This is an optimization exercise on Yosys and OpenROAD, whose aim is a short achievable clock period and few clock cycles per item, not a production implementation.
The RTL was checked by simulation tests, not by an equivalence proof against the original design.
Power is estimated from default activity; no workload was simulated.

### design/flow/flow/run.sh
#!/bin/bash
set -euo pipefail
bash standard.sh SETUP_SLACK_MARGIN=7.8 MATCH_CELL_FOOTPRINT=0 \
    "BUFFER_PORTS_ARGS=-buffer_cell sky130_fd_sc_hd__buf_4" finish > standard_make.log 2>&1
### design/flow/standard.sh
#!/bin/bash
# synth_recipe.tcl (not shown) runs the flow's synth.tcl, then flattens the netlist and writes it again
# the make line also repeats each setting of config.mk as NAME=value (left out here)
make -C /OpenROAD-flow-scripts/flow DESIGN_CONFIG=/design/flow/config.mk WORK_HOME=/design/flow/orfs CLKGATE_MAP_FILE= SYNTH_SCRIPT=/design/flow/synth_recipe.tcl "${@:-finish}"
### design/flow/config.mk
export PLATFORM = sky130hd
export DESIGN_NAME = nezoba_core
export DESIGN_NICKNAME = nezoba_core
export VERILOG_FILES = /design/flow/design.v
export SDC_FILE = /design/flow/constraint.sdc
export NUM_CORES = 4
export LEC_CHECK = 0
export CAP_MARGIN = 20
export CORE_MARGIN = 2
export CORE_UTILIZATION = 40
export PLACE_DENSITY = 0.6
export SLEW_MARGIN = 20
### design/flow/constraint.sdc
create_clock -name core_clock -period 11.0 [get_ports {clk}]
set_input_delay 2.2000 -clock core_clock [delete_from_list [all_inputs] [get_ports {clk}]]
set_output_delay 2.2000 -clock core_clock [all_outputs]
set_load 0.01 [all_outputs]
### design/flow/design.v
module nezoba_maptab (
    input  wire [3:0] cfg,
    input  wire [3:0] btn,
    input  wire [1:0] slot,    
    output reg  [6:0] word
);
    always @(*) begin
        word = 7'h2B;
        case ({cfg, btn, slot})
            {4'd0, 4'd0,  2'd1}: word = 7'h11;    
            {4'd0, 4'd1,  2'd1}: word = 7'h15;    
            {4'd0, 4'd2,  2'd1}: word = 7'h17;    
            {4'd0, 4'd3,  2'd1}: word = 7'h13;    
            {4'd0, 4'd4,  2'd1}: word = 7'h00;    
            {4'd0, 4'd5,  2'd1}: word = 7'h01;
            {4'd0, 4'd6,  2'd1}: word = 7'h02;
            {4'd0, 4'd7,  2'd1}: word = 7'h03;
            {4'd0, 4'd8,  2'd1}: word = 7'h04;
            {4'd0, 4'd9,  2'd1}: word = 7'h05;
            {4'd0, 4'd10, 2'd1}: word = 7'h06;
            {4'd0, 4'd11, 2'd1}: word = 7'h07;
            {4'd0, 4'd12, 2'd1}: word = 7'h08;
            {4'd0, 4'd13, 2'd1}: word = 7'h09;
            {4'd0, 4'd14, 2'd1}: word = 7'h0A;    
            {4'd1, 4'd8,  2'd1}: word = 7'h40;    
            {4'd1, 4'd9,  2'd1}: word = 7'h01;    
            {4'd1, 4'd9,  2'd2}: word = 7'h02;    
            {4'd1, 4'd9,  2'd3}: word = 7'h43;    
            {4'd2, 4'd0,  2'd1}: word = 7'h13;    
            {4'd2, 4'd1,  2'd1}: word = 7'h13;    
            {4'd2, 4'd2,  2'd1}: word = 7'h13;    
            {4'd2, 4'd3,  2'd1}: word = 7'h17;    
            {4'd2, 4'd4,  2'd1}: word = 7'h12;    
            {4'd2, 4'd5,  2'd1}: word = 7'h16;    
            {4'd2, 4'd6,  2'd1}: word = 7'h11;    
            {4'd2, 4'd6,  2'd2}: word = 7'h11;
            {4'd2, 4'd6,  2'd3}: word = 7'h11;
            {4'd2, 4'd7,  2'd1}: word = 7'h10;    
            {4'd2, 4'd8,  2'd1}: word = 7'h1A;    
            {4'd2, 4'd9,  2'd1}: word = 7'h27;    
            {4'd2, 4'd9,  2'd2}: word = 7'h05;    
            {4'd2, 4'd10, 2'd1}: word = 7'h17;    
            {4'd15, 4'd0, 2'd1}: word = 7'h51;    
            {4'd15, 4'd1, 2'd1}: word = 7'h01;    
            {4'd15, 4'd1, 2'd2}: word = 7'h2C;    
            {4'd15, 4'd1, 2'd3}: word = 7'h02;    
            default: word = 7'h2B;
        endcase
    end
endmodule
module nezoba_debounce #(
    parameter [31:0] DEBOUNCE_TICKS = 32'd5000,
    parameter        PRECOMP        = 0        
) (
    input  wire        clk,
    input  wire        rst,
    input  wire        first,     
    input  wire        nv,        
    input  wire [31:0] now,
    input  wire [31:0] t_now,     
    input  wire        sample,    
    input  wire [7:0]  raw,
    output reg  [7:0]  acc,
    output reg         res,
    output wire        res_eff,
    output reg         chg        
);
    reg [7:0]  prev;
    reg        same;
    reg        ans;       
    reg        tsu;       
    reg [31:0] ts;
    reg [31:0] tsv;
    reg        tsw;
    wire in_win;
    nezoba_window u_win (
        .clk(clk), .t(now), .lo(ts), .hi(tsv), .wrap(tsw), .in_win(in_win)
    );
    wire el  = !in_win;                  
    wire eq  = (raw == prev);
    assign res_eff = res || (nv && !el);
    wire       pre_ok = PRECOMP && nv && el && !res;
    wire [7:0] acc_if = eq ? raw : acc;
    always @(posedge clk) begin
        if (tsu && !same) begin
            ts         <= t_now;
            {tsw, tsv} <= {1'b0, t_now} + {1'b0, DEBOUNCE_TICKS} + 33'd1;
        end
        if (sample)
            same <= eq;
    end
    always @(posedge clk) begin
        chg <= 1'b0;
        if (rst) begin
            acc  <= 8'hFF;
            prev <= 8'hFF;
            res  <= 1'b0;
            ans  <= 1'b0;
            tsu  <= 1'b0;
        end else begin
            tsu <= sample;
            if (first) begin
                res <= (prev == acc);
                ans <= 1'b0;
            end else if (nv && !res) begin
                if (!el)
                    res <= 1'b1;
                else if (ans) begin
                    res <= 1'b1;
                    if (same && prev != acc) begin
                        acc <= prev;
                        chg <= 1'b1;
                    end
                end
            end
            if (sample) begin
                prev <= raw;
                ans  <= 1'b1;
                if (pre_ok) begin
                    res <= 1'b1;
                    acc <= acc_if;
                    chg <= eq && raw != acc;
                end
            end
        end
    end
endmodule
module nezoba_window (
    input  wire        clk,
    input  wire [31:0] t,
    input  wire [31:0] lo,
    input  wire [31:0] hi,
    input  wire        wrap,
    output wire        in_win
);
    reg [7:0] gt_lo, eq_lo, lt_hi, eq_hi;
    reg       wrap_r;
    integer i;
    always @(posedge clk) begin
        for (i = 0; i < 8; i = i + 1) begin
            gt_lo[i] <= (t[4*i +: 4] >  lo[4*i +: 4]);
            eq_lo[i] <= (t[4*i +: 4] == lo[4*i +: 4]);
            lt_hi[i] <= (t[4*i +: 4] <  hi[4*i +: 4]);
            eq_hi[i] <= (t[4*i +: 4] == hi[4*i +: 4]);
        end
        wrap_r <= wrap;
    end
    reg ge, lt;
    always @(*) begin
        ge = 1'b1;
        lt = 1'b0;
        for (i = 0; i < 8; i = i + 1) begin
            ge = gt_lo[i] | (eq_lo[i] & ge);
            lt = lt_hi[i] | (eq_hi[i] & lt);
        end
    end
    assign in_win = wrap_r ? (ge | lt) : (ge & lt);
endmodule
module nezoba_core #(
    parameter integer N_BUTTONS          = 15,
    parameter [31:0]  DEBOUNCE_TICKS     = 32'd5000,
    parameter [31:0]  TURBO_PERIOD_TICKS = 32'd13300,
    parameter [31:0]  CFG_DEBOUNCE_TICKS = 32'd5000,
    parameter integer CFG_MAX_READS      = 0,
    parameter [0:0]   TURBO_PHASE_INIT   = 1'b0
) (
    input  wire        clk,
    input  wire        rst,           
    input  wire [31:0] now,
    output reg  [1:0]  exp_op,
    input  wire [7:0]  exp_data,
    input  wire        exp_done,
    output reg  [2:0]  pin_pullup,
    input  wire [2:0]  cfg_pin,
    output reg  [7:0]  evt,
    output reg         evt_valid,
    output wire        halted,
    output wire [1:0]  fault
);
    localparam [1:0] OP_NONE = 2'd0, OP_INIT = 2'd1, OP_READA = 2'd2, OP_READB = 2'd3;
    localparam [2:0] S_INIT = 3'd0, S_CFG = 3'd1, S_WAIT = 3'd2,
                     S_BEGIN = 3'd4, S_RUN = 3'd5, S_HALT = 3'd6;
    localparam [7:0] EV_BEGIN = 8'h00, EV_RELALL = 8'h20, EV_PRESS = 8'h40,
                     EV_DPAD  = 8'h60, EV_COMMIT = 8'h80, EV_DIAG  = 8'hE3;
    localparam integer NS  = 3 * N_BUTTONS;    
    localparam integer NSA = 24;               
    reg  [2:0]  st;
    reg         halt_r;
    reg  [31:0] now_r;           
    reg         cfg_prev;
    reg         cfg_prev_v;
    reg  [31:0] cfg_t;           
    reg  [31:0] cfg_tv;          
    reg         cfg_tw;          
    reg  [1:0]  cfg_wt;          
    reg  [3:0]  cfg_index;
    reg         turbo_phase;
    reg  [31:0] turbo_ts;
    reg  [31:0] turbo_tv;        
    reg         turbo_tw;        
    reg         turbo_upd;       
    reg         turbo_tvu;       
    reg         relall_pend;     
    reg         c1;              
    reg         c2;              
    reg         nv;              
    reg         b_ans;           
    reg         dpad_done;       
    reg  [NS-1:0] allow;         
    assign halted = halt_r;
    assign fault  = {halt_r, halt_r};
    always @(posedge clk) now_r <= now;
    wire run      = (st == S_RUN);
    wire sample_a = run && exp_op == OP_READA && exp_done;
    wire sample_b = run && exp_op == OP_READB && exp_done;
    wire [7:0] acc_a, acc_b;
    wire       res_a, res_b, chg_a, chg_b, rese_a, rese_b;
    nezoba_debounce #(.DEBOUNCE_TICKS(DEBOUNCE_TICKS), .PRECOMP(0)) u_bank_a (
        .clk(clk), .rst(rst), .first(relall_pend), .nv(nv),
        .now(now), .t_now(now_r),
        .sample(sample_a), .raw(exp_data),
        .acc(acc_a), .res(res_a), .res_eff(rese_a), .chg(chg_a)
    );
    nezoba_debounce #(.DEBOUNCE_TICKS(DEBOUNCE_TICKS), .PRECOMP(0)) u_bank_b (
        .clk(clk), .rst(rst), .first(relall_pend), .nv(nv),
        .now(now), .t_now(now_r),
        .sample(sample_b), .raw(exp_data),
        .acc(acc_b), .res(res_b), .res_eff(rese_b), .chg(chg_b)
    );
    wire [15:0] accepted = {acc_b, acc_a};
    wire tb_in;
    nezoba_window u_turbo_win (
        .clk(clk), .t(now), .lo(turbo_ts), .hi(turbo_tv), .wrap(turbo_tw), .in_win(tb_in)
    );
    wire tb_flip = c2 && !tb_in;                        
    wire turbo   = turbo_phase ^ tb_flip;               
    wire cfg_in;
    nezoba_window u_cfg_win (
        .clk(clk), .t(now), .lo(cfg_t), .hi(cfg_tv), .wrap(cfg_tw), .in_win(cfg_in)
    );
    wire [NS-1:0]   pr, isb, tt, ill;
    wire [4*NS-1:0] pkey;
    wire [NS*2-1:0] sdx, sdy;
    genvar gb, gs, gj;
    generate
        for (gb = 0; gb < N_BUTTONS; gb = gb + 1) begin : g_btn
            for (gs = 1; gs <= 3; gs = gs + 1) begin : g_slot
                localparam integer J = gb*3 + gs-1;
                wire [6:0] w;
                nezoba_maptab u_rom (
                    .cfg(cfg_index), .btn(gb[3:0]), .slot(gs[1:0]), .word(w)
                );
                wire [5:0] k = w[5:0];
                assign pr[J]  = !accepted[gb];
                assign isb[J] = (k < 6'd16);
                assign tt[J]  = w[6];
                assign ill[J] = (k >= 6'd44) || (w[6] && k >= 6'd16);
                assign pkey[4*J +: 4] = k[3:0];
                reg [1:0] dx, dy;     
                always @(*) begin
                    case (k)
                        6'd17:   begin dx = 2'b00; dy = 2'b01; end    
                        6'd18:   begin dx = 2'b01; dy = 2'b01; end    
                        6'd19:   begin dx = 2'b01; dy = 2'b00; end    
                        6'd20:   begin dx = 2'b01; dy = 2'b11; end    
                        6'd21:   begin dx = 2'b00; dy = 2'b11; end    
                        6'd22:   begin dx = 2'b11; dy = 2'b11; end    
                        6'd23:   begin dx = 2'b11; dy = 2'b00; end    
                        6'd24:   begin dx = 2'b11; dy = 2'b01; end    
                        default: begin dx = 2'b00; dy = 2'b00; end    
                    endcase
                end
                assign sdx[2*J +: 2] = (pr[J] && !w[6]) ? dx : 2'b00;
                assign sdy[2*J +: 2] = (pr[J] && !w[6]) ? dy : 2'b00;
            end
        end
    endgenerate
    reg [NS:0] px, mx, py, my;
    integer j;
    always @(*) begin
        px = {{NS{1'b0}}, 1'b1};
        mx = {{NS{1'b0}}, 1'b1};
        py = {{NS{1'b0}}, 1'b1};
        my = {{NS{1'b0}}, 1'b1};
        for (j = 0; j < NS; j = j + 1) begin
            px = px | ({px[NS-1:0], 1'b0} & {(NS+1){sdx[2*j +: 2] == 2'b01}});
            mx = mx | ({mx[NS-1:0], 1'b0} & {(NS+1){sdx[2*j +: 2] == 2'b11}});
            py = py | ({py[NS-1:0], 1'b0} & {(NS+1){sdy[2*j +: 2] == 2'b01}});
            my = my | ({my[NS-1:0], 1'b0} & {(NS+1){sdy[2*j +: 2] == 2'b11}});
        end
    end
    wire xp = |(px[NS:1] & ~mx[NS:1]);
    wire xm = |(mx[NS:1] & ~px[NS:1]);
    wire yp = |(py[NS:1] & ~my[NS:1]);
    wire ym = |(my[NS:1] & ~py[NS:1]);
    wire signed [1:0] cx = xp ? 2'sd1 : xm ? -2'sd1 : 2'sd0;
    wire signed [1:0] cy = yp ? 2'sd1 : ym ? -2'sd1 : 2'sd0;
    reg [3:0] dlut;
    always @(*) begin
        case ({cx, cy})
            {2'sd0,  2'sd1}:  dlut = 4'd1;    
            {2'sd1,  2'sd1}:  dlut = 4'd2;    
            {2'sd1,  2'sd0}:  dlut = 4'd3;    
            {2'sd1, -2'sd1}:  dlut = 4'd4;    
            {2'sd0, -2'sd1}:  dlut = 4'd5;    
            {-2'sd1, -2'sd1}: dlut = 4'd6;    
            {-2'sd1, 2'sd0}:  dlut = 4'd7;    
            {-2'sd1, 2'sd1}:  dlut = 4'd8;    
            default:          dlut = 4'd0;    
        endcase
    end
    reg [3:0] dpad_r;
    always @(posedge clk) dpad_r <= dlut;
    wire dpad_ok = !chg_a && !chg_b;
    wire [NS-1:0] act;
    wire [NS:0]   act_below;
    assign act_below[0] = 1'b0;
    generate
        for (gj = 0; gj < NS; gj = gj + 1) begin : g_walk
            wire first = (gj == 0) || (gj == NSA);
            wire ab    = first ? 1'b0 : act_below[gj];
            assign act[gj] = allow[gj] && pr[gj] &&
                             ((isb[gj] && (!tt[gj] || !nv || turbo)) || ill[gj]);
            assign act_below[gj+1] = ab || act[gj];
        end
    endgenerate
    wire any_a = act_below[NSA];
    wire any_b = act_below[NS];
    reg [3:0] key_a, key_b;
    reg       ill_a, ill_b, wt_a, wt_b;
    always @(*) begin
        key_a = 4'd0; ill_a = 1'b0; wt_a = 1'b0;
        for (j = NSA-1; j >= 0; j = j - 1)
            if (act[j]) begin
                key_a = pkey[4*j +: 4];
                ill_a = ill[j];
                wt_a  = tt[j] && !nv;
            end
        key_b = 4'd0; ill_b = 1'b0; wt_b = 1'b0;
        for (j = NS-1; j >= NSA; j = j - 1)
            if (act[j]) begin
                key_b = pkey[4*j +: 4];
                ill_b = ill[j];
                wt_b  = tt[j] && !nv;
            end
    end
    wire [NS-1:0] allow_pass_a, allow_pass_b;
    generate
        for (gj = 0; gj < NS; gj = gj + 1) begin : g_allow
            if (gj < NSA) begin : g_a
                assign allow_pass_a[gj] = allow[gj] && (gj != 0) && act_below[gj];
                assign allow_pass_b[gj] = allow[gj];
            end else begin : g_b
                assign allow_pass_a[gj] = allow[gj];
                assign allow_pass_b[gj] = allow[gj] && (gj != NSA) && act_below[gj];
            end
        end
    endgenerate
    wire cfg_r = ~exp_data[7];                         
    reg       w_v, w_diag, w_pa, w_pb, w_dpad;
    reg [7:0] w_evt;
    always @(*) begin
        w_v = 1'b0; w_diag = 1'b0; w_pa = 1'b0; w_pb = 1'b0; w_dpad = 1'b0;
        if (rese_a) begin
            if (any_a) begin
                if (ill_a)
                    w_diag = b_ans;
                else
                    w_pa = !wt_a;
            end else if (rese_b) begin
                if (any_b) begin
                    if (ill_b)
                        w_diag = b_ans;
                    else
                        w_pb = !wt_b;
                end else
                    w_dpad = dpad_ok;
            end
        end
        w_v   = w_diag || w_pa || w_pb || w_dpad;
        w_evt = w_diag ? EV_DIAG :
                w_dpad ? (EV_DPAD | {4'd0, dpad_r}) :
                         (EV_PRESS | {4'd0, w_pa ? key_a : key_b});
    end
    wire cm_now  = dpad_done && b_ans;
    wire cm_done = dpad_done && !b_ans && exp_op == OP_READB;
    wire commit  = cm_now || (cm_done && exp_done);
    always @(posedge clk) begin
        if (st == S_CFG && exp_done) begin
            cfg_prev  <= cfg_r;
            cfg_t     <= now;
            cfg_index <= {~cfg_pin[0], ~cfg_pin[1], ~cfg_pin[2], cfg_r};
        end
        {cfg_tw, cfg_tv} <= {1'b0, cfg_t} + {1'b0, CFG_DEBOUNCE_TICKS};
        if (st == S_BEGIN)
            turbo_ts <= now;          
        else if (turbo_upd)
            turbo_ts <= now_r;        
        if (turbo_tvu)
            {turbo_tw, turbo_tv} <= {1'b0, turbo_ts} + {1'b0, TURBO_PERIOD_TICKS};
        if (relall_pend)
            allow <= {NS{1'b1}};
        else if (w_pa)
            allow <= allow_pass_a;
        else if (w_pb)
            allow <= allow_pass_b;
        if (st == S_BEGIN)
            evt <= EV_BEGIN;
        else if (dpad_done)
            evt <= EV_COMMIT;
        else
            evt <= relall_pend ? EV_RELALL : w_evt;
        c1 <= relall_pend;
        c2 <= c1;
        turbo_tvu <= turbo_upd || st == S_BEGIN;
    end
    always @(posedge clk) begin
        if (rst) begin
            st          <= S_INIT;
            exp_op      <= OP_INIT;
            pin_pullup  <= 3'b111;
            halt_r      <= 1'b0;
            cfg_prev_v  <= 1'b0;
            cfg_wt      <= 2'd0;
            turbo_phase <= TURBO_PHASE_INIT;
            turbo_upd   <= 1'b0;
            relall_pend <= 1'b0;
            nv          <= 1'b0;
            b_ans       <= 1'b0;
            dpad_done   <= 1'b0;
            evt_valid   <= 1'b0;
        end else begin
            evt_valid <= 1'b0;
            turbo_upd <= 1'b0;
            case (st)
                S_INIT: begin
                    if (exp_done) begin
                        exp_op <= OP_READB;
                        st     <= S_CFG;
                    end
                end
                S_CFG: begin
                    if (exp_done) begin
                        exp_op     <= OP_NONE;
                        cfg_prev_v <= 1'b1;
                        cfg_wt     <= 2'd2;
                        st         <= (cfg_prev_v && cfg_r == cfg_prev) ? S_BEGIN : S_WAIT;
                    end
                end
                S_WAIT: begin
                    if (cfg_wt != 2'd0)
                        cfg_wt <= cfg_wt - 2'd1;
                    else if (!cfg_in) begin
                        exp_op <= OP_READB;
                        st     <= S_CFG;
                    end
                end
                S_BEGIN: begin
                    evt_valid   <= 1'b1;        
                    exp_op      <= OP_READA;
                    relall_pend <= 1'b1;
                    st          <= S_RUN;
                end
                S_RUN: begin
                    if (exp_done) begin
                        if (exp_op == OP_READA)
                            exp_op <= OP_READB;
                        else if (exp_op == OP_READB)
                            exp_op <= dpad_done ? OP_READA : OP_NONE;
                    end
                    if (cm_now)
                        exp_op <= OP_READA;
                    if (sample_b)
                        b_ans <= 1'b1;
                    if (relall_pend) begin
                        nv    <= 1'b0;
                        b_ans <= 1'b0;
                    end
                    if (c1)
                        nv <= 1'b1;
                    if (tb_flip) begin
                        turbo_phase <= ~turbo_phase;
                        turbo_upd   <= 1'b1;
                    end
                    relall_pend <= commit;
                    if (relall_pend)
                        evt_valid <= 1'b1;
                    else if (dpad_done) begin
                        evt_valid <= commit;
                        dpad_done <= !commit;
                    end else begin
                        evt_valid <= w_v;
                        dpad_done <= w_dpad;
                        if (w_diag) begin
                            halt_r <= 1'b1;
                            exp_op <= OP_NONE;
                            st     <= S_HALT;
                        end
                    end
                end
                default: ;    
            endcase
        end
    end
endmodule
==> reports/qor.tcl, run 1 <==
set qor(globalRoute.totalOverflow) 0
set qor(leakage_uw) 0.01143
set qor(via_count) 15950
set qor(clk_pin_slew_worst_paths_ps) 60
set qor(ant_nets) 0
set qor(timing.reg2reg.setup_slack_ps) 8000
set qor(syn2layout_area_growth_pct) 13.48
set qor(grt_setup_unrepaired) {yes}
set qor(first_pass_grt_wire_length_um) 85910
set qor(cts_root_buffer) {sky130_fd_sc_hd__clkbuf_16}
set qor(synth_seq_cells) 513
set qor(achievable-frequency_mhz) 302.7
set qor(dieHeight_um) 248.1
set qor(post_synth_inst_count) 2177
set qor(port-buffer-count) 58
set qor(timing.setup.critical_path_class) {flip-flop to primary output}
set qor(clock_sink_count) 513
set qor(cts.htree.levels) 2
set qor(synthMostInstantiatedCell) {sky130_fd_sc_hd__dfxtp_1}
set qor(critical_path.cell_chain) {buf_4}
set qor(critical_path_depth) 1
set qor(vdd_drop_max_uv) 154.2
set qor(setup-violations-final) 0
set qor(share_of_synthesized_flip_flops_with_an_asynchronous_set_or_reset_pct) 0
set qor(rows) 89
set qor(antenna_found_initial) 1
set qor(ctsLongestPathBuffers) 3
set qor(worstReg2RegEnd) {exp_op[1]}
set qor(grt_start_max_net_pins) 66
set qor(cp_data_required_time_ps) 8800
set qor(grt.total_usage_pct) 17.86
set qor(post_synth_main_area_contributors) {sky130_fd_sc_hd__edfxtp_1 29%, sky130_fd_sc_hd__dfxtp_1 24%, sky130_fd_sc_hd__ha_1 14%}
set qor(synth_top_area_share_pct) 29.35
set qor(detailed_place_hpwl_um) 39050
set qor(cts-buffers-inserted) 55
set qor(holdCritPathClass) {flip-flop to flip-flop}
set qor(design_area_sq_um) 27050
set qor(vias_in_the_first_global_route) 16110
set qor(finalSetupTns_ps) 0
set qor(die_area_sq_um) 61560
set qor(gp_routability_congestion) 0.8453
set qor(cp.arrival_ps) 1100
set qor(cts_tree) {yes}
set qor(outcome) {timing/DRC/antenna clean}
set qor(clock_skew_ps) 12.21
set qor(seq_area_frac_synth_pct) 52.87
set qor(clkLatencyLatePin_ps) 600
set qor(maxSlewHeadroom_pct) 29.80
set qor(primary_flip_flop_cell_chosen_by_synthesis_mapping) {sky130_fd_sc_hd__dfxtp_1}
set qor(crit_fanout) 5
set qor(synth.cell_area_sq_um) 23840
set qor(num_io_pins) 63
set qor(postSynthAreaPerCell_sq_um) 10.95
set qor(nets) 2569
set qor(maxSlewViolCount) 0
set qor(reg2regPathDepth) 8
set qor(synth.largest_area_cell) {sky130_fd_sc_hd__edfxtp_1}
set qor(holdPathEnd) {u_cfg_win.wrap_r}
set qor(timing.final.hold_violations) 0
set qor(drive_gt1_share_pct) 9.650
set qor(postPlaceCellArea_sq_um) 25170
set qor(cpMaxStageDelayCell) {sky130_fd_sc_hd__dfxtp_4}
set qor(drt_first_pass_iters) 7
set qor(crit_buf_inv) 1
set qor(cts_hold_buffers) 0
set qor(critPathLaunchType) {flip-flop}
set qor(reg2reg_from) {u_cfg_win.lt_hi[0]}
set qor(core_area_sq_um) 59020
set qor(fp.dieW_um) 248.1
set qor(power_per_standard_cell_area_nw_per_um2) 156.0
set qor(synth_edf_count) 233
set qor(initial_standard_cell_utilization_of_the_core_pct) 40.39
set qor(min_delay_src) {cfg_tw}
set qor(max_cap_violations) 0
set qor(final.fill_count) 5337
set qor(finalCriticalPeriod_ps) 3304
set qor(kind_of_end_point_of_the_critical_path) {primary output}
set qor(synth_commonest_cells) {280 x sky130_fd_sc_hd__dfxtp_1, 265 x sky130_fd_sc_hd__inv_1, 258 x sky130_fd_sc_hd__ha_1, 233 x sky130_fd_sc_hd__edfxtp_1, 160 x sky130_fd_sc_hd__nor2_1}
set qor(layout_worst_path_cycle_share_pct) 30.03
set qor(routedWlPerCell_um) 17.58
set qor(timing.critical_path.max_delay_family) {flip-flops}
set qor(synth.yosys.warnings) 4
set qor(post_drt_via_cell_ratio) 5.169
set qor(worst_hold_path_cells) 0
set qor(drt_iter0_markers) 837
set qor(cp_slowest_stage_delay_ps) 360
set qor(synth_cell_types) 79
set qor(worst_slew_pin_slew_ps) 1053
set qor(post-route-drc-count) 0
set qor(wirelength_um) 54230
[report_power, final]
group,switching (uW),internal (uW),leakage (uW)
Combinational,164,118,0.00614
Sequential,53.4,2060,0.00443
Clock,754,1070,0.000861
[state kept, by name, indices dropped and copies added (netlist names), 17 cells and up]
register and flops:
now_r 32, u_bank_a.tsv 32, u_bank_b.ts 32, cfg_t 32, turbo_tv 32, cfg_tv 32, allow 17, u_bank_a.ts 32
u_bank_b.tsv 32, turbo_ts 32
[logic make-up (layout without fill, tap and decap cells)]
family | count (synthesis) | in the layout | synth area share [%]
simple gates | 585 | 585 | 12.68
flops | 513 | 513 | 52.87
compound gates | 335 | 335 | 8.787
buf+inv | 302 | 434 | 4.903
fa+ha+maj | 260 | 260 | 13.63
xor+xnor | 118 | 118 | 4.336
mux | 62 | 62 | 2.761
other cells | 2 | 5 | 0.03151
[through the flow]
| stage | worst slack, ps | power (uW) | instances | utilization (%) | hold WS (ps) |
|---|---|---|---|---|---|
| 2_1_floorplan | 7601 | 2321 | 2179 | - | 309.6 |
| 3_3_place_gp | 7054 | 2425 | 2979 | 42.64 | 316.0 |
| 3_5_place_dp | 6987 | 2440 | 2979 | 42.65 | 326.9 |
| 4_1_cts | 7655 | 4264 | 3083 | 45.79 | 337.1 |
| 5_1_grt | 7668 | 4381 | 3084 | 45.83 | 341.2 |
| 6_report | 7696 | 4220 | 3085 | 45.83 | 333.0 |
[area by class of cell]
type / count / area, sq um / area share [%]
timing repair buffer: 65 / 533.0 / 1.971
multi-input combinational: 1364 / 10140 / 37.48
antenna: 1 / 2.502 / 0.009252
sequential: 513 / 12620 / 46.66
clock inverter: 17 / 148.9 / 0.5505
inverter: 266 / 1002 / 3.705
clock buffer: 86 / 1635 / 6.046
tap: 773 / 967.2 / 3.576
[layer usage]
metal | track usage (%) | routed length [um]
met1 | 23.43 | 25080
met5 | 0 | 0
met4 | 6.443 | 1675
met2 | 30.28 | 25610
met3 | 2.241 | 1860
[what timing repair did]
item | in CTS | in global routing
buffers inserted | 1 | 1
pin swaps | 0 | 0
setup endpoints to repair | 22 | 40
gates resized for setup | 24 | 6
[cells in the final DEF, fill, tap and decap left out, drive strengths merged, types with 5 or more instances in the layout]
cell      instances
dfxtp           280
inv             267
ha              258
edfxtp          233
nor2            162
nand2           118
a21oi           100
o21ai            98
xnor2            92
clkbuf           86
buf              65
nand2b           61
nor2b            52
nand3            49
and4             46
mux2i            32
mux2             30
nor3             29
xor2             26
nand4            26
o22ai            20
a31oi            19
a211oi           15
o211ai           11
o21a             10
a21o             10
and3              9
clkinv            9
nor4              6
or3               6
a31o              5
a21boi            5
a211o             5
clkinvlp          5
o31ai             5
a2111oi           5
[worst max path at each step]
stage / from / to / slack, ps
floorplan: exp_done / cfg_wt[0] / 7600
global placement: rst / u_bank_a.ans / 7050
detailed placement: rst / u_bank_a.ans / 6990
CTS: exp_op[1] / exp_op[1] / 7650
global route: exp_op[1] / exp_op[1] / 7670
finish: exp_op[1] / exp_op[1] / 7700
Testbench counts, summed over its fixed seeds: cycles 3,313, iterations 480.
==> inputs of run 2 (changes only) <==
--- a/design/flow/design.v
+++ b/design/flow/design.v
@@ -49,8 +49,7 @@
     end
 endmodule
 module nezoba_debounce #(
-    parameter [31:0] DEBOUNCE_TICKS = 32'd5000,
-    parameter        PRECOMP        = 0        
+    parameter [31:0] DEBOUNCE_TICKS = 32'd5000
 ) (
     input  wire        clk,
     input  wire        rst,
@@ -61,11 +60,11 @@
     input  wire        sample,    
     input  wire [7:0]  raw,
     output reg  [7:0]  acc,
-    output reg         res,
+    output reg  [7:0]  prev,
     output wire        res_eff,
-    output reg         chg        
+    output wire        upd        
 );
-    reg [7:0]  prev;
+    reg        res;
     reg        same;
     reg        ans;       
     reg        tsu;       
@@ -78,9 +77,8 @@
     );
     wire el  = !in_win;                  
     wire eq  = (raw == prev);
-    assign res_eff = res || (nv && !el);
-    wire       pre_ok = PRECOMP && nv && el && !res;
-    wire [7:0] acc_if = eq ? raw : acc;
+    assign res_eff = res || (nv && (!el || ans));
+    assign upd     = !res && nv && el && ans && same;
     always @(posedge clk) begin
         if (tsu && !same) begin
             ts         <= t_now;
@@ -90,7 +88,6 @@
             same <= eq;
     end
     always @(posedge clk) begin
-        chg <= 1'b0;
         if (rst) begin
             acc  <= 8'hFF;
             prev <= 8'hFF;
@@ -102,25 +99,14 @@
             if (first) begin
                 res <= (prev == acc);
                 ans <= 1'b0;
-            end else if (nv && !res) begin
-                if (!el)
-                    res <= 1'b1;
-                else if (ans) begin
-                    res <= 1'b1;
-                    if (same && prev != acc) begin
-                        acc <= prev;
-                        chg <= 1'b1;
-                    end
-                end
+            end else if (res_eff) begin
+                res <= 1'b1;
+                if (upd)
+                    acc <= prev;
             end
             if (sample) begin
                 prev <= raw;
                 ans  <= 1'b1;
-                if (pre_ok) begin
-                    res <= 1'b1;
-                    acc <= acc_if;
-                    chg <= eq && raw != acc;
-                end
             end
         end
     end
@@ -213,21 +199,20 @@
     wire run      = (st == S_RUN);
     wire sample_a = run && exp_op == OP_READA && exp_done;
     wire sample_b = run && exp_op == OP_READB && exp_done;
-    wire [7:0] acc_a, acc_b;
-    wire       res_a, res_b, chg_a, chg_b, rese_a, rese_b;
-    nezoba_debounce #(.DEBOUNCE_TICKS(DEBOUNCE_TICKS), .PRECOMP(0)) u_bank_a (
+    wire [7:0] acc_a, prev_a, acc_b, prev_b;
+    wire       rese_a, rese_b, upd_a, upd_b;
+    nezoba_debounce #(.DEBOUNCE_TICKS(DEBOUNCE_TICKS)) u_bank_a (
         .clk(clk), .rst(rst), .first(relall_pend), .nv(nv),
         .now(now), .t_now(now_r),
         .sample(sample_a), .raw(exp_data),
-        .acc(acc_a), .res(res_a), .res_eff(rese_a), .chg(chg_a)
+        .acc(acc_a), .prev(prev_a), .res_eff(rese_a), .upd(upd_a)
     );
-    nezoba_debounce #(.DEBOUNCE_TICKS(DEBOUNCE_TICKS), .PRECOMP(0)) u_bank_b (
+    nezoba_debounce #(.DEBOUNCE_TICKS(DEBOUNCE_TICKS)) u_bank_b (
         .clk(clk), .rst(rst), .first(relall_pend), .nv(nv),
         .now(now), .t_now(now_r),
         .sample(sample_b), .raw(exp_data),
-        .acc(acc_b), .res(res_b), .res_eff(rese_b), .chg(chg_b)
+        .acc(acc_b), .prev(prev_b), .res_eff(rese_b), .upd(upd_b)
     );
-    wire [15:0] accepted = {acc_b, acc_a};
     wire tb_in;
     nezoba_window u_turbo_win (
         .clk(clk), .t(now), .lo(turbo_ts), .hi(turbo_tv), .wrap(turbo_tw), .in_win(tb_in)
@@ -238,10 +223,10 @@
     nezoba_window u_cfg_win (
         .clk(clk), .t(now), .lo(cfg_t), .hi(cfg_tv), .wrap(cfg_tw), .in_win(cfg_in)
     );
-    wire [NS-1:0]   pr, isb, tt, ill;
+    wire [NS-1:0]   isb, tt, ill;
     wire [4*NS-1:0] pkey;
-    wire [NS*2-1:0] sdx, sdy;
-    genvar gb, gs, gj;
+    wire [2*NS-1:0] sdx, sdy;       
+    genvar gb, gs;
     generate
         for (gb = 0; gb < N_BUTTONS; gb = gb + 1) begin : g_btn
             for (gs = 1; gs <= 3; gs = gs + 1) begin : g_slot
@@ -251,12 +236,11 @@
                     .cfg(cfg_index), .btn(gb[3:0]), .slot(gs[1:0]), .word(w)
                 );
                 wire [5:0] k = w[5:0];
-                assign pr[J]  = !accepted[gb];
                 assign isb[J] = (k < 6'd16);
                 assign tt[J]  = w[6];
                 assign ill[J] = (k >= 6'd44) || (w[6] && k >= 6'd16);
                 assign pkey[4*J +: 4] = k[3:0];
-                reg [1:0] dx, dy;     
+                reg [1:0] dx, dy;
                 always @(*) begin
                     case (k)
                         6'd17:   begin dx = 2'b00; dy = 2'b01; end    
@@ -270,92 +254,50 @@
                         default: begin dx = 2'b00; dy = 2'b00; end    
                     endcase
                 end
-                assign sdx[2*J +: 2] = (pr[J] && !w[6]) ? dx : 2'b00;
-                assign sdy[2*J +: 2] = (pr[J] && !w[6]) ? dy : 2'b00;
+                assign sdx[2*J +: 2] = w[6] ? 2'b00 : dx;
+                assign sdy[2*J +: 2] = w[6] ? 2'b00 : dy;
             end
         end
     endgenerate
-    reg [NS:0] px, mx, py, my;
-    integer j;
-    always @(*) begin
-        px = {{NS{1'b0}}, 1'b1};
-        mx = {{NS{1'b0}}, 1'b1};
-        py = {{NS{1'b0}}, 1'b1};
-        my = {{NS{1'b0}}, 1'b1};
-        for (j = 0; j < NS; j = j + 1) begin
-            px = px | ({px[NS-1:0], 1'b0} & {(NS+1){sdx[2*j +: 2] == 2'b01}});
-            mx = mx | ({mx[NS-1:0], 1'b0} & {(NS+1){sdx[2*j +: 2] == 2'b11}});
-            py = py | ({py[NS-1:0], 1'b0} & {(NS+1){sdy[2*j +: 2] == 2'b01}});
-            my = my | ({my[NS-1:0], 1'b0} & {(NS+1){sdy[2*j +: 2] == 2'b11}});
-        end
-    end
-    wire xp = |(px[NS:1] & ~mx[NS:1]);
-    wire xm = |(mx[NS:1] & ~px[NS:1]);
-    wire yp = |(py[NS:1] & ~my[NS:1]);
-    wire ym = |(my[NS:1] & ~py[NS:1]);
-    wire signed [1:0] cx = xp ? 2'sd1 : xm ? -2'sd1 : 2'sd0;
-    wire signed [1:0] cy = yp ? 2'sd1 : ym ? -2'sd1 : 2'sd0;
-    reg [3:0] dlut;
-    always @(*) begin
-        case ({cx, cy})
-            {2'sd0,  2'sd1}:  dlut = 4'd1;    
-            {2'sd1,  2'sd1}:  dlut = 4'd2;    
-            {2'sd1,  2'sd0}:  dlut = 4'd3;    
-            {2'sd1, -2'sd1}:  dlut = 4'd4;    
-            {2'sd0, -2'sd1}:  dlut = 4'd5;    
-            {-2'sd1, -2'sd1}: dlut = 4'd6;    
-            {-2'sd1, 2'sd0}:  dlut = 4'd7;    
-            {-2'sd1, 2'sd1}:  dlut = 4'd8;    
-            default:          dlut = 4'd0;    
-        endcase
-    end
-    reg [3:0] dpad_r;
-    always @(posedge clk) dpad_r <= dlut;
-    wire dpad_ok = !chg_a && !chg_b;
-    wire [NS-1:0] act;
-    wire [NS:0]   act_below;
-    assign act_below[0] = 1'b0;
-    generate
-        for (gj = 0; gj < NS; gj = gj + 1) begin : g_walk
-            wire first = (gj == 0) || (gj == NSA);
-            wire ab    = first ? 1'b0 : act_below[gj];
-            assign act[gj] = allow[gj] && pr[gj] &&
-                             ((isb[gj] && (!tt[gj] || !nv || turbo)) || ill[gj]);
-            assign act_below[gj+1] = ab || act[gj];
-        end
-    endgenerate
-    wire any_a = act_below[NSA];
-    wire any_b = act_below[NS];
-    reg [3:0] key_a, key_b;
-    reg       ill_a, ill_b, wt_a, wt_b;
-    always @(*) begin
-        key_a = 4'd0; ill_a = 1'b0; wt_a = 1'b0;
-        for (j = NSA-1; j >= 0; j = j - 1)
-            if (act[j]) begin
-                key_a = pkey[4*j +: 4];
-                ill_a = ill[j];
-                wt_a  = tt[j] && !nv;
-            end
-        key_b = 4'd0; ill_b = 1'b0; wt_b = 1'b0;
-        for (j = NS-1; j >= NSA; j = j - 1)
-            if (act[j]) begin
-                key_b = pkey[4*j +: 4];
-                ill_b = ill[j];
-                wt_b  = tt[j] && !nv;
-            end
-    end
-    wire [NS-1:0] allow_pass_a, allow_pass_b;
+    wire       wa_any [0:3], wa_ill [0:3], wa_wt [0:3];
+    wire [3:0] wa_key [0:3];
+    wire [NS-1:0] wa_pass [0:3];
+    wire       wb_any [0:3], wb_ill [0:3], wb_wt [0:3];
+    wire [3:0] wb_key [0:3];
+    wire [NS-1:0] wb_pass [0:3];
+    wire [3:0] dp [0:3];
+    genvar gv;
     generate
-        for (gj = 0; gj < NS; gj = gj + 1) begin : g_allow
-            if (gj < NSA) begin : g_a
-                assign allow_pass_a[gj] = allow[gj] && (gj != 0) && act_below[gj];
-                assign allow_pass_b[gj] = allow[gj];
-            end else begin : g_b
-                assign allow_pass_a[gj] = allow[gj];
-                assign allow_pass_b[gj] = allow[gj] && (gj != NSA) && act_below[gj];
-            end
+        for (gv = 0; gv < 4; gv = gv + 1) begin : g_var
+            nezoba_walk #(.NS(NS), .J0(0), .J1(NSA)) u_wa (
+                .acc(gv[0] ? prev_a : acc_a), .allow(allow),
+                .isb(isb), .tt(tt), .ill(ill), .pkey(pkey),
+                .turbo(turbo_phase ^ gv[1]), .nv(nv),
+                .any(wa_any[gv]), .illo(wa_ill[gv]), .wt(wa_wt[gv]), .key(wa_key[gv]),
+                .pass(wa_pass[gv])
+            );
+            nezoba_walk #(.NS(NS), .J0(NSA), .J1(NS)) u_wb (
+                .acc(gv[0] ? prev_b : acc_b), .allow(allow),
+                .isb(isb), .tt(tt), .ill(ill), .pkey(pkey),
+                .turbo(turbo_phase ^ gv[1]), .nv(nv),
+                .any(wb_any[gv]), .illo(wb_ill[gv]), .wt(wb_wt[gv]), .key(wb_key[gv]),
+                .pass(wb_pass[gv])
+            );
+            nezoba_dpad #(.NS(NS)) u_dp (
+                .acc_a(gv[0] ? prev_a : acc_a), .acc_b(gv[1] ? prev_b : acc_b),
+                .sdx(sdx), .sdy(sdy), .dlut(dp[gv])
+            );
         end
     endgenerate
+    wire [1:0] sa = {tb_flip, upd_a};
+    wire [1:0] sb = {tb_flip, upd_b};
+    wire       any_a = wa_any[sa], ill_a = wa_ill[sa], wt_a = wa_wt[sa];
+    wire [3:0] key_a = wa_key[sa];
+    wire       any_b = wb_any[sb], ill_b = wb_ill[sb], wt_b = wb_wt[sb];
+    wire [3:0] key_b = wb_key[sb];
+    wire [NS-1:0] allow_pass_a = wa_pass[sa];
+    wire [NS-1:0] allow_pass_b = wb_pass[sb];
+    wire [3:0] dlut = dp[{upd_b, upd_a}];
     wire cfg_r = ~exp_data[7];                         
     reg       w_v, w_diag, w_pa, w_pb, w_dpad;
     reg [7:0] w_evt;
@@ -374,12 +316,12 @@
                     else
                         w_pb = !wt_b;
                 end else
-                    w_dpad = dpad_ok;
+                    w_dpad = 1'b1;
             end
         end
         w_v   = w_diag || w_pa || w_pb || w_dpad;
         w_evt = w_diag ? EV_DIAG :
-                w_dpad ? (EV_DPAD | {4'd0, dpad_r}) :
+                w_dpad ? (EV_DPAD | {4'd0, dlut}) :
                          (EV_PRESS | {4'd0, w_pa ? key_a : key_b});
     end
     wire cm_now  = dpad_done && b_ans;
@@ -503,3 +445,96 @@
         end
     end
 endmodule
+module nezoba_walk #(
+    parameter integer NS = 45,
+    parameter integer J0 = 0,
+    parameter integer J1 = 24
+) (
+    input  wire [7:0]      acc,
+    input  wire [NS-1:0]   allow,
+    input  wire [NS-1:0]   isb,
+    input  wire [NS-1:0]   tt,
+    input  wire [NS-1:0]   ill,
+    input  wire [4*NS-1:0] pkey,
+    input  wire            turbo,
+    input  wire            nv,
+    output wire            any,
+    output reg             illo,
+    output reg             wt,
+    output reg  [3:0]      key,
+    output wire [NS-1:0]   pass
+);
+    wire [NS-1:0] act;
+    wire [NS:0]   below;           
+    assign below[J0] = 1'b0;
+    genvar gj;
+    generate
+        for (gj = 0; gj < NS; gj = gj + 1) begin : g_j
+            if (gj >= J0 && gj < J1) begin : g_in
+                wire p = !acc[gj/3 - J0/3];
+                assign act[gj] = allow[gj] && p &&
+                                 ((isb[gj] && (!tt[gj] || !nv || turbo)) || ill[gj]);
+                assign below[gj+1] = below[gj] || act[gj];
+                assign pass[gj] = allow[gj] && below[gj];
+            end else begin : g_out
+                assign act[gj]  = 1'b0;
+                assign pass[gj] = allow[gj];
+            end
+        end
+    endgenerate
+    assign any = below[J1];
+    integer j;
+    always @(*) begin
+        key = 4'd0; illo = 1'b0; wt = 1'b0;
+        for (j = J1-1; j >= J0; j = j - 1)
+            if (act[j]) begin
+                key  = pkey[4*j +: 4];
+                illo = ill[j];
+                wt   = tt[j] && !nv;
+            end
+    end
+endmodule
+module nezoba_dpad #(
+    parameter integer NS = 45
+) (
+    input  wire [7:0]      acc_a,
+    input  wire [7:0]      acc_b,
+    input  wire [2*NS-1:0] sdx,
+    input  wire [2*NS-1:0] sdy,
+    output reg  [3:0]      dlut
+);
+    wire [15:0] accepted = {acc_b, acc_a};
+    reg [NS:0] px, mx, py, my;
+    reg        p;
+    integer j;
+    always @(*) begin
+        px = {{NS{1'b0}}, 1'b1};
+        mx = {{NS{1'b0}}, 1'b1};
+        py = {{NS{1'b0}}, 1'b1};
+        my = {{NS{1'b0}}, 1'b1};
+        for (j = 0; j < NS; j = j + 1) begin
+            p  = !accepted[j/3];
+            px = px | ({px[NS-1:0], 1'b0} & {(NS+1){p && sdx[2*j +: 2] == 2'b01}});
+            mx = mx | ({mx[NS-1:0], 1'b0} & {(NS+1){p && sdx[2*j +: 2] == 2'b11}});
+            py = py | ({py[NS-1:0], 1'b0} & {(NS+1){p && sdy[2*j +: 2] == 2'b01}});
+            my = my | ({my[NS-1:0], 1'b0} & {(NS+1){p && sdy[2*j +: 2] == 2'b11}});
+        end
+    end
+    wire xp = |(px[NS:1] & ~mx[NS:1]);
+    wire xm = |(mx[NS:1] & ~px[NS:1]);
+    wire yp = |(py[NS:1] & ~my[NS:1]);
+    wire ym = |(my[NS:1] & ~py[NS:1]);
+    always @(*) begin
+        case ({xp, xm, yp, ym})
+            4'b0010: dlut = 4'd1;    
+            4'b1010: dlut = 4'd2;    
+            4'b1000: dlut = 4'd3;    
+            4'b1001: dlut = 4'd4;    
+            4'b0001: dlut = 4'd5;    
+            4'b0101: dlut = 4'd6;    
+            4'b0100: dlut = 4'd7;    
+            4'b0110: dlut = 4'd8;    
+            default: dlut = 4'd0;    
+        endcase
+    end
+endmodule
==> reports/qor.tcl, run 2 <==
set qor(timing.critical_path.max_delay_family) {flip-flops}
set qor(post_synth_main_area_contributors) {sky130_fd_sc_hd__edfxtp_1 28%, sky130_fd_sc_hd__dfxtp_1 22%, sky130_fd_sc_hd__ha_1 14%}
set qor(synth_top_area_share_pct) 27.97 ;# -1.4 points
set qor(clock_skew_ps) 18.19 ;# +5.977 ps
set qor(mostFrequentLayoutCell) {sky130_fd_sc_hd__ha_1}
set qor(cp.arrival_ps) 1080 ;# -20 ps
set qor(worstReg2RegEnd) {evt_valid}
set qor(synth_cell_types) 82 ;# +3.8%
set qor(postSynthAreaPerCell_sq_um) 10.44 ;# -4.6%
set qor(min_delay_src) {cfg_tw}
set qor(drt_iter0_markers) 1164 ;# +39%
set qor(globalRoute.totalOverflow) 0 ;# unchanged
set qor(worst_hold_path_cells) 0 ;# unchanged
set qor(initial_standard_cell_utilization_of_the_core_pct) 40.47 ;# +0.081 points
set qor(synth.largest_area_cell) {sky130_fd_sc_hd__edfxtp_1}
set qor(ant_nets) 0 ;# unchanged
set qor(intPower_uw) 3365 ;# +3.6%
set qor(synth_seq_cells) 507 ;# -1.2%
set qor(seq_area_frac_synth_pct) 49.89 ;# -3.0 points
set qor(achievable-frequency_mhz) 304.6 ;# +0.63%
set qor(leakage_uw) 0.01203 ;# +5.3%
set qor(routedWlPerCell_um) 17.96 ;# +2.2%
set qor(power_per_standard_cell_area_nw_per_um2) 151.0 ;# -3.2%
set qor(power.share.clock_pct) 45.9 ;# +2.8 points
set qor(crit_buf_inv) 1 ;# unchanged
set qor(layout_worst_path_cycle_share_pct) 29.84 ;# -0.19 points
set qor(setup-violations-final) 0 ;# unchanged
set qor(clock_sink_count) 507 ;# -1.2%
set qor(cpMaxStageDelayCell) {sky130_fd_sc_hd__dfxtp_4}
set qor(fp.dieW_um) 254.1 ;# +2.4%
set qor(maxSlewViolCount) 0 ;# unchanged
set qor(cp_data_required_time_ps) 8800 ;# about the same
set qor(setup_slack_ps) 7717 ;# +20.69 ps
set qor(dieHeight_um) 254.1 ;# +2.4%
set qor(synth_edf_count) 233 ;# unchanged
set qor(first_pass_grt_wire_length_um) 95520 ;# +11%
set qor(kind_of_end_point_of_the_critical_path) {primary output}
set qor(finalCriticalPeriod_ps) 3283 ;# -20.69 ps
set qor(drt_first_pass_iters) 5 ;# -2
set qor(combinationalPowerShare_pct) 6.2 ;# -0.5 points
set qor(gp_routability_congestion) 0.9066 ;# +7.3%
set qor(cts.htree.levels) 2 ;# unchanged
set qor(port-buffer-count) 58 ;# unchanged
set qor(pre_cts_slack_ps) 7223 ;# +235.9 ps
set qor(clkLatencyLatePin_ps) 600 ;# about the same
set qor(vias_in_the_first_global_route) 17470 ;# +8.4%
set qor(reg2regPathDepth) 10 ;# +2
set qor(cts-buffers-inserted) 54 ;# -1.8%
set qor(die_area_sq_um) 64560 ;# +4.9%
set qor(via_count) 17400 ;# +9.1%
set qor(cts_tree) {yes}
set qor(grt_start_max_net_pins) 66 ;# unchanged
set qor(post-route-drc-count) 0 ;# unchanged
set qor(timing.final.hold_violations) 0 ;# unchanged
set qor(synth.yosys.warnings) 7 ;# +3
set qor(synth.cell_area_sq_um) 25020 ;# +5.0%
set qor(timing.reg2reg.setup_slack_ps) 7810 ;# -190 ps
set qor(finalSetupTns_ps) 0 ;# unchanged
set qor(core_area_sq_um) 61830 ;# +4.8%
set qor(post_drt_via_cell_ratio) 5.167 ;# about the same
set qor(share_of_synthesized_flip_flops_with_an_asynchronous_set_or_reset_pct) 0 ;# unchanged
set qor(rows) 91 ;# +2.2%
set qor(critical_path.cell_chain) {buf_6}
set qor(holdCritPathClass) {flip-flop to flip-flop}
set qor(detailed_place_hpwl_um) 43680 ;# +12%
set qor(cp_slowest_stage_delay_ps) 380 ;# +20 ps
set qor(clk_pin_slew_worst_paths_ps) 60 ;# about the same
set qor(num_io_pins) 63 ;# unchanged
set qor(grt_setup_unrepaired) {yes}
set qor(final_cell_mix) {270 x sky130_fd_sc_hd__ha_1, 267 x sky130_fd_sc_hd__inv_1, 261 x sky130_fd_sc_hd__dfxtp_1, 233 x sky130_fd_sc_hd__edfxtp_1, 177 x sky130_fd_sc_hd__nor2_1}
set qor(cts_root_buffer) {sky130_fd_sc_hd__clkbuf_16}
set qor(netSwitchingPower_uw) 973.0 ;# +0.23%
set qor(seqPwrFrac_pct) 48.0 ;# -2.2 points
set qor(post_synth_inst_count) 2396 ;# +10%
set qor(holdPathEnd) {u_cfg_win.wrap_r}
set qor(power_switching_share_pct) 22.43 ;# -0.58 points
set qor(max_cap_violations) 0 ;# unchanged
set qor(syn2layout_area_growth_pct) 14.82
set qor(drive_gt1_share_pct) 11.06 ;# +1.4 points
set qor(critPathLaunchType) {flip-flop}
set qor(antenna_found_initial) 0 ;# -1
set qor(wirelength_um) 60480 ;# +12%
set qor(num_antenna_cells) 0 ;# -1
set qor(vdd_drop_max_uv) 143.7 ;# -6.8%
set qor(primary_flip_flop_cell_chosen_by_synthesis_mapping) {sky130_fd_sc_hd__dfxtp_1}
set qor(maxSlewHeadroom_pct) 26.40 ;# -3.4 points
set qor(grt.total_usage_pct) 18.90 ;# +1.0 points
set qor(crit_fanout) 4 ;# -1
set qor(layout.core_utilization_pct) 46.47 ;# +0.64 points
set qor(ctsLongestPathBuffers) 3 ;# unchanged
set qor(reg2reg_from) {cfg_index[1]}
set qor(worst_slew_pin_slew_ps) 1104 ;# +50.98 ps
set qor(synthMostInstantiatedCell) {sky130_fd_sc_hd__dfxtp_1}
set qor(final.hold.worst_slack_ps) 326.1 ;# -6.895 ps
set qor(synth_commonest_cells) {274 x sky130_fd_sc_hd__dfxtp_1, 270 x sky130_fd_sc_hd__ha_1, 267 x sky130_fd_sc_hd__inv_1, 233 x sky130_fd_sc_hd__edfxtp_1, 184 x sky130_fd_sc_hd__nor2_1}
set qor(nets) 2801 ;# +9.0%
set qor(timing.setup.critical_path_class) {flip-flop to primary output}
set qor(outcome) {timing/DRC/antenna clean}
set qor(final.fill_count) 5720 ;# +7.2%
-- run 2: worst max path at each step --
stage	start	to	slack, ps	cells past startpoint
after floorplan	exp_done	cfg_wt[0]	7810	5
after global placement	u_bank_a.u_win.eq_hi[1]	evt_valid	7290	9
after detailed placement	u_bank_a.u_win.eq_hi[1]	evt_valid	7220	9
after CTS	halt_r	halted	7680	1
after global routing	cfg_index[3]	evt_valid	7670	10
final	halt_r	fault[0]	7720	1
-- run 2: area by class of cell --
type	count	area, sq um	share of cell area [%]
flip-flops and latches	507	12500	43.52
multi-input cells	1564	11460	39.88
clock buffers	70	1602	5.575
well taps	837	1047	3.645
inverters	268	1006	3.502
repair buffers	90	732.0	2.548
clock inverters	32	381.6	1.328
-- run 2: logic make-up after synthesis --
logic type	synth area share, %
simple gates	15.45
flops	49.89
compound gates	9.952
buf+inv	5.026
fa+ha+maj	13.67
xor+xnor	4.166
mux	1.820
other cells	0.03002
-- run 2: metrics by stage --
step / area, sq um / cells / power [uW]
after floorplan: 25040 / 2398 / 2268
after global placement: 26320 / 3239 / 2371
after detailed placement: 26320 / 3239 / 2382
after CTS: 28530 / 3352 / 4383
after global routing: 28730 / 3368 / 4497
final: 28730 / 3368 / 4338
-- run 2: per-layer routing --
layer / global-route usage [%] / vias to the layer above / routed length (um)
met2: 33.03 / 303 / 29490
met3: 2.530 / 114 / 2115
met4: 6.134 / 0 / 1667
li1: - / 8613 / -
met1: 24.07 / 8374 / 27210
met5: 0 / - / 0
-- run 2: power groups by stage --
stage / clock network [uW] / logic, uW / registers, uW
after floorplan: 0 / 166 / 2100
after global placement: 0 / 250 / 2120
after detailed placement: 0 / 261 / 2120
after CTS: 2030 / 269 / 2080
after global routing: 2100 / 306 / 2090
final: 1990 / 268 / 2080
-- run 2: timing repair --
action | CTS | global route
setup buffers | 11 | 16
endpoints found under the setup margin | 48 | 43
pin swaps | 3 | 7
resized for setup | 42 | 23
hold buffers | 0 | 0
-- run 2: worst register-to-register path, cell delays in order (launching register included) --
cell and delay (ps):
sky130_fd_sc_hd__edfxtp_1 490, sky130_fd_sc_hd__or4b_2 750, sky130_fd_sc_hd__or2_4 290, sky130_fd_sc_hd__nand2_1 110, sky130_fd_sc_hd__a211oi_1 70, sky130_fd_sc_hd__o21ai_0 160
sky130_fd_sc_hd__a21oi_4 120, sky130_fd_sc_hd__a32oi_4 310, sky130_fd_sc_hd__nand3_4 210, sky130_fd_sc_hd__and4_1 250, sky130_fd_sc_hd__a2111oi_2 330
Testbench counts of run 2, summed over its fixed seeds: cycles 3,187, iterations 480.
==> inputs of run 3 (changes only) <==
--- a/design/flow/config.mk
+++ b/design/flow/config.mk
@@ -8,5 +8,7 @@
 export CAP_MARGIN = 20
 export CORE_MARGIN = 2
 export CORE_UTILIZATION = 40
+export CTS_CLUSTER_DIAMETER = 120
+export CTS_CLUSTER_SIZE = 30
 export PLACE_DENSITY = 0.6
 export SLEW_MARGIN = 20
==> reports/qor.tcl, run 3 <==
set qor(antenna_found_initial) 0 ;# unchanged
set qor(synth_commonest_cells) {274 x sky130_fd_sc_hd__dfxtp_1, 270 x sky130_fd_sc_hd__ha_1, 267 x sky130_fd_sc_hd__inv_1, 233 x sky130_fd_sc_hd__edfxtp_1, 184 x sky130_fd_sc_hd__nor2_1}
set qor(globalRoute.totalOverflow) 0 ;# unchanged
set qor(syn2layout_area_growth_pct) 9.107
set qor(post_drt_via_cell_ratio) 5.211 ;# +0.85%
set qor(grt_setup_unrepaired) {yes}
set qor(cts_tree) {yes}
set qor(final.fill_count) 5820 ;# +1.7%
set qor(ctsLongestPathBuffers) 3 ;# unchanged
set qor(detailed_place_hpwl_um) 43680 ;# unchanged
set qor(crit_fanout) 4 ;# unchanged
set qor(timing.critical_path.max_delay_family) {flip-flops}
set qor(synth_seq_cells) 507 ;# unchanged
set qor(maxSlewViolCount) 0 ;# unchanged
set qor(power_per_standard_cell_area_nw_per_um2) 121.0 ;# -20%
set qor(final.hold.worst_slack_ps) 336.8 ;# +10.68 ps
set qor(synth.cell_area_sq_um) 25020 ;# unchanged
set qor(setup-violations-final) 0 ;# unchanged
set qor(synthMostInstantiatedCell) {sky130_fd_sc_hd__dfxtp_1}
set qor(drive_gt1_share_pct) 8.215 ;# -2.8 points
set qor(vdd_drop_max_uv) 87.86 ;# -39%
set qor(critPathLaunchType) {flip-flop}
set qor(cts_hold_buffers) 0 ;# unchanged
set qor(holdCritPathClass) {flip-flop to flip-flop}
set qor(finalSetupTns_ps) 0 ;# unchanged
set qor(finalCriticalPeriod_ps) 3296 ;# +12.88 ps
set qor(clkLatencyLatePin_ps) 580 ;# -20 ps
set qor(cpMaxStageDelayCell) {sky130_fd_sc_hd__dfxtp_4}
set qor(via_count) 17180 ;# -1.3%
set qor(final_cell_mix) {270 x sky130_fd_sc_hd__ha_1, 267 x sky130_fd_sc_hd__inv_1, 262 x sky130_fd_sc_hd__dfxtp_1, 233 x sky130_fd_sc_hd__edfxtp_1, 178 x sky130_fd_sc_hd__nor2_1}
set qor(cts_root_buffer) {sky130_fd_sc_hd__clkbuf_16}
set qor(max_cap_violations) 0 ;# unchanged
set qor(layout.core_utilization_pct) 44.15 ;# -2.3 points
set qor(postSynthAreaPerCell_sq_um) 10.44 ;# unchanged
set qor(synth_top_area_share_pct) 27.97 ;# unchanged
set qor(synth_cell_types) 82 ;# unchanged
set qor(leakage_uw) 0.01132 ;# -5.9%
set qor(cp_slowest_stage_delay_ps) 410 ;# +30 ps
set qor(postPlaceCellArea_sq_um) 26320 ;# unchanged
set qor(cts.htree.levels) 1 ;# -1
set qor(design_area_sq_um) 27300 ;# -5.0%
set qor(synth_edf_count) 233 ;# unchanged
set qor(critical_path.cell_chain) {buf_6}
set qor(grt_start_max_net_pins) 66 ;# unchanged
set qor(fp.dieW_um) 254.1 ;# unchanged
set qor(clock_skew_ps) 40.09 ;# +21.90 ps
set qor(cp.arrival_ps) 1100 ;# +20 ps
set qor(kind_of_end_point_of_the_critical_path) {primary output}
set qor(layout_worst_path_cycle_share_pct) 29.96 ;# +0.12 points
set qor(clock_sink_count) 507 ;# unchanged
set qor(drt_first_pass_iters) 5 ;# unchanged
set qor(wirelength_um) 59320 ;# -1.9%
set qor(finalPower_uw) 3302 ;# -24%
set qor(post_synth_main_area_contributors) {sky130_fd_sc_hd__edfxtp_1 28%, sky130_fd_sc_hd__dfxtp_1 22%, sky130_fd_sc_hd__ha_1 14%}
set qor(post-route-drc-count) 0 ;# unchanged
set qor(achievable-frequency_mhz) 303.4 ;# -0.39%
set qor(clk_pin_slew_worst_paths_ps) 120 ;# +60 ps
set qor(initial_standard_cell_utilization_of_the_core_pct) 40.47 ;# unchanged
set qor(routedWlPerCell_um) 18.00 ;# +0.22%
set qor(post_synth_inst_count) 2396 ;# unchanged
set qor(die_area_sq_um) 64560 ;# unchanged
set qor(core_area_sq_um) 61830 ;# unchanged
set qor(crit_buf_inv) 1 ;# unchanged
set qor(ant_nets) 0 ;# unchanged
set qor(num_antenna_cells) 0 ;# unchanged
set qor(dieHeight_um) 254.1 ;# unchanged
set qor(worst_slew_pin_slew_ps) 1110 ;# +6.464 ps
set qor(mostFrequentLayoutCell) {sky130_fd_sc_hd__ha_1}
set qor(num_io_pins) 63 ;# unchanged
set qor(timing.final.hold_violations) 0 ;# unchanged
set qor(first_pass_grt_wire_length_um) 94080 ;# -1.5%
set qor(outcome) {timing/DRC/antenna clean}
set qor(vias_in_the_first_global_route) 17130 ;# -1.9%
set qor(nets) 2761 ;# -1.4%
set qor(primary_flip_flop_cell_chosen_by_synthesis_mapping) {sky130_fd_sc_hd__dfxtp_1}
set qor(timing.setup.critical_path_class) {flip-flop to primary output}
set qor(rows) 91 ;# unchanged
set qor(grt.total_usage_pct) 18.46 ;# -0.44 points
set qor(share_of_synthesized_flip_flops_with_an_asynchronous_set_or_reset_pct) 0 ;# unchanged
set qor(port-buffer-count) 58 ;# unchanged
set qor(gp_routability_congestion) 0.9066 ;# unchanged
set qor(synth.yosys.warnings) 7 ;# unchanged
set qor(cp_data_required_time_ps) 8800 ;# about the same
set qor(synth.largest_area_cell) {sky130_fd_sc_hd__edfxtp_1}
set qor(maxSlewHeadroom_pct) 25.97 ;# -0.43 points
set qor(cts-buffers-inserted) 21 ;# -61%
set qor(drt_iter0_markers) 1236 ;# +6.2%
set qor(seq_area_frac_synth_pct) 49.89 ;# unchanged
==> run 3: metal layers <==
| metal | global-route usage, % | share of wire, % | up-vias |
|---|---|---|---|
| met4 | 4.807 | 2.3 | 0 |
| met1 | 24.08 | 45 | 8301 |
| li1 | - | - | 8491 |
| met3 | 1.454 | 3.3 | 78 |
| met2 | 32.90 | 49 | 307 |
| met5 | 0 | 0 | - |
==> run 3: path summary, 6_finish.rpt <==
kind	cells past startpoint	slack, ps	endpoint	from
max	1	7700	halted	halt_r
min	0	340	u_cfg_win.wrap_r	cfg_tw
max reg2reg	9	7730	evt_valid	cfg_index[3]
min reg2reg	0	340	u_cfg_win.wrap_r	cfg_tw
==> run 3: cell families after synthesis <==
logic type	Yosys count	synth area share, %
multiplexers	41	1.820
AO/OA/AOI/OAI	398	9.952
other	2	0.03002
flip-flops	507	49.89
adder cells (fa/ha/maj)	274	13.67
XOR/XNOR	119	4.166
buffers and inverters	327	5.026
AND/OR/NAND/NOR	728	15.45
==> run 3: timing repair <==
item,in CTS,in global routing
gates cloned,0,0
endpoints found under the setup margin,48,48
setup buffers,11,9
pin swaps,2,13
resized for setup,36,27
==> run 3: where the power goes <==
| part | switching [uW] | internal (uW) | leakage (uW) | total [uW] |
|---|---|---|---|---|
| Sequential | 46.3 | 2030 | 0.00438 | 2080 |
| Clock | 586 | 373 | 0.000295 | 959 |
| Combinational | 153 | 112 | 0.00665 | 265 |
==> run 3: stage by stage <==
| stage | setup WS (ps) | cells |
|---|---|---|
| after floorplan | 7806 | 2398 |
| after global placement | 7294 | 3239 |
| after detailed placement | 7223 | 3239 |
| after CTS | 7665 | 3287 |
| after global routing | 7602 | 3296 |
| final | 7704 | 3296 |
==> run 3: layout make-up <==
class | count | area (sq um) | share of cell area [%]
flip-flops and latches | 507 | 12500 | 45.80
clock inverters | 4 | 41.29 | 0.1513
clock buffers | 33 | 570.5 | 2.090
multi-input cells | 1564 | 11450 | 41.96
well taps | 837 | 1047 | 3.836
repair buffers | 83 | 675.6 | 2.475
inverters | 268 | 1006 | 3.685

port drivers added, routing unchanged:
In the flow no input, the clock included, has a driving cell. The finished layouts below were timed again as built, in two steps. Step 1 sets driving cells, clkbuf_16 on the clock port and buf_2 on the other inputs (assumed; they add their load-dependent delay and slew). Step 2 also shifts input and output timing later by t, the mid clock arrival at the registers, as if the neighbouring blocks saw the same clock. Three values: ideal ports, drivers, drivers and shift; two values: the first two.
run | shift t [ns] | setup WS [ns] | worst slew at a driven data input, ns
run 1 | 0.656 | 7.696 / 7.637 / 7.376 | 0.09
run 2 | 0.651 | 7.717 / 7.658 / 7.371 | 0.06
run 3 | 0.621 | 7.704 / 7.645 / 7.354 | 0.06
After both steps setup and hold are still met in every run listed. The setup slack of run 3, which loses most, moves by -0.059 ns with the drivers and by -0.350 ns with both steps.
